From an optimization exercise on the open Yosys and OpenROAD flow, aimed at small area, a short achievable clock period and few clock cycles per item; shortcuts taken in it are not production practice. At most, simulation tests tie the RTL to the original design; equivalence was not proved.

== main ==
==> flow/design.v (excerpt) <==
module hdu_top (
    input  wire        clk,
    input  wire        rst,         
    input  wire        in_valid,
    output wire        in_ready,
    input  wire [31:0] in_cmd,
    input  wire [31:0] in_opa,
    input  wire [31:0] in_opb,
    output reg         out_valid,
    output wire [31:0] out_result,
    output wire [31:0] out_status
);
    localparam [2:0] OP_HD  = 3'd1;
    localparam [2:0] OP_CFG = 3'd2;
    localparam [2:0] OP_ENC = 3'd3;
    localparam [2:0] OP_DEC = 3'd4;
    localparam [2:0] C_ILLEGAL   = 3'd1;
    localparam [2:0] C_BAD_MOD   = 3'd2;
    localparam [2:0] C_BAD_THR   = 3'd3;
    localparam [2:0] C_NOT_CFG   = 3'd4;
    localparam [2:0] C_SYM_RANGE = 3'd5;
    assign in_ready = 1'b1;
    reg        s1_valid;
    reg        s1_ok;           
    reg [2:0]  s1_op;           
    reg [31:0] s1_x;            
    reg [5:0]  s1_b;            
    reg        s1_bz;           
    wire hd_sel = (in_cmd[3:0] == 4'd1);
    always @(posedge clk) begin
        if (rst) s1_valid <= 1'b0;
        else     s1_valid <= in_valid;
        s1_ok <= (in_cmd[31:3] == 29'd0);
        s1_op <= in_cmd[2:0];
        s1_x  <= in_opa ^ (in_opb & {32{hd_sel}});
        s1_b  <= in_opb[5:0];
        s1_bz <= (in_opb[31:6] == 26'd0);
    end
    reg        cfg_valid;
    reg        cfg_mod;
    reg [5:0]  cfg_thresh;
  ...
For scale: about 9900 um2 of cells after synthesis.
==> flow/config.mk <==
export PLATFORM = sky130hd
export DESIGN_NAME = hdu_top
export DESIGN_NICKNAME = hdu_top
export VERILOG_FILES = /design/flow/design.v
export SDC_FILE = /design/flow/constraint.sdc
export NUM_CORES = 4
export LEC_CHECK = 0
export ABC_CLOCK_PERIOD_IN_PS = 9000
export CAP_MARGIN = 20
export CORE_MARGIN = 2
export CORE_UTILIZATION = 40
export SLEW_MARGIN = 20
==> flow/constraint.sdc <==
create_clock -name core_clock -period 44.0 [get_ports {clk}]
set_input_delay 8.8000 -clock core_clock [delete_from_list [all_inputs] [get_ports {clk}]]
set_output_delay 8.8000 -clock core_clock [all_outputs]
set_load 0.01 [all_outputs]
standard.sh (not shown) runs the stock make flow with config.mk's settings and CLKGATE_MAP_FILE= SYNTH_SCRIPT=/design/flow/synth_recipe.tcl, a recipe that flattens the netlist after the stock synthesis.
==> flow/flow/run.sh <==
#!/bin/bash
# The standard layout (standard.sh), with three changes to how the layout
# is made (constraints untouched):
#  - synthesis runs Yosys's synth with -noabc, so the full adders written in
#    the RTL reach extract_fa without the polarity changes abc -fast makes;
#  - ports are buffered with sky130_fd_sc_hd__buf_1;
#  - repair_timing over-fixes setup by the margin in flow/margin.txt.
set -o pipefail
export SETUP_SLACK_MARGIN=$(cat flow/margin.txt)
export BUFFER_PORTS_ARGS="-buffer_cell sky130_fd_sc_hd__buf_1"
bash standard.sh SYNTH_ARGS=-noabc finish > standard.log 2>&1
==> flow/flow/margin.txt <==
34
Testbench counts of main, summed over its fixed seeds: cycles 16,016, items 16,000.
Setup changes, main to the feature branch
--- a/flow/design.v
+++ b/flow/design.v
@@ -360,20 +360,20 @@
         end
     endfunction
     wire [2:0] kmax = first1(cxf);
     wire [2:0] kmin = first1(cnf);
     wire       bsel = (bp0 <= bp1);
     wire [4:0] vb   = bsel ? {bp1, 1'b1} : {bp0, 1'b0};
     wire [4:0] vsel = cfg_mod ? vmax : vb;
-    wire [6:0] hi_l = {1'b0, wc} + (cfg_mod ? 7'd14 : 7'd8);
-    wire [6:0] hi_r = {1'b0, cfg_thresh} + {2'b00, vsel};
-    wire [6:0] lo_l = {2'b00, vmin} + 7'd17 + {5'd0, c[31], 1'b0};
-    wire [6:0] lo_r = {1'b0, cfg_thresh} + {1'b0, wc};
-    wire       hit_hi = hi_l <= hi_r;
-    wire       hit_lo = cfg_mod && (lo_l <= lo_r);
+    wire signed [7:0] k_hi = $signed({2'b00, wc}) + (cfg_mod ? 8'sd14 : 8'sd8)
+                             - $signed({2'b00, cfg_thresh});
+    wire signed [7:0] j_lo = $signed({2'b00, cfg_thresh}) + $signed({2'b00, wc})
+                             - 8'sd17 - $signed({6'd0, c[31], 1'b0});
+    wire       hit_hi = k_hi <= $signed({3'b000, vsel});
+    wire       hit_lo = cfg_mod && ($signed({3'b000, vmin}) <= j_lo);
     wire [6:0] lo_sum = {2'b00, vmin} + {2'b00, vmax} + 7'd3 + {5'd0, c[31], 1'b0};
     wire       lo_w   = lo_sum <= {wc, 1'b0};
     wire       use_lo = hit_lo && lo_w;
     wire       dec_hit = hit_hi || hit_lo;
     wire [3:0] best_i = !cfg_mod ? {3'd0, bsel} : use_lo ? {1'b0, kmin} : {1'b1, kmax};
     wire [4:0]  enc_i = {cfg_mod, c[3:0]};
     wire [30:0] enc_chip;
- The final layout from the feature branch, which completed every stage, passed the timing, design-rule and antenna checks at the end of the flow.
- Compared with main, the feature branch shows a higher met3 routing resource usage after global routing.
- Layout overhead on the synthesized area on the feature branch is up relative to main.
- Vertical die dimension sits higher in the feature branch than in main.
- The feature branch leaves more setup margin than main.
- In terms of part of the cycle the worst path needs, main and the feature branch differ only marginally.
- Final weighted congestion of routability-driven global placement, the feature branch vs main: down by a little under 10%
- Adder and majority gate portion of the synthesized area: the feature branch > main
- Signal arrival time at the worst endpoint essentially unchanged between the feature branch and main.
- On cell count after placement: the feature branch sits above main.
No functional check of the RTL was part of the feature branch.

-- port drivers added, routing unchanged --
In the flow no input, the clock included, has a driving cell. The finished layouts below were timed again as built, in two steps. Step 1: set_driving_cell puts a clkbuf_16 on clk and a buf_2 on each other input, an assumption about the parent block. Step 2, shift: input delay + t, output delay - t, t = (earliest + latest rising clock arrival at the registers) / 2. This alone moves slack from input paths to output paths. a / b / c = ideal ports / drivers / drivers and shift; a / b = the first two.
run	t (ns)	setup slack, ns	worst setup path at the end
main	0.396	34.121 / 34.076 / 33.998	input to register
the feature branch	0.395	34.127 / 34.081 / 34.055	input to register
After both steps setup and hold are still met in every run listed. For main, which loses most, drivers alone change the setup slack by -0.045 ns; drivers and shift together by -0.123 ns.
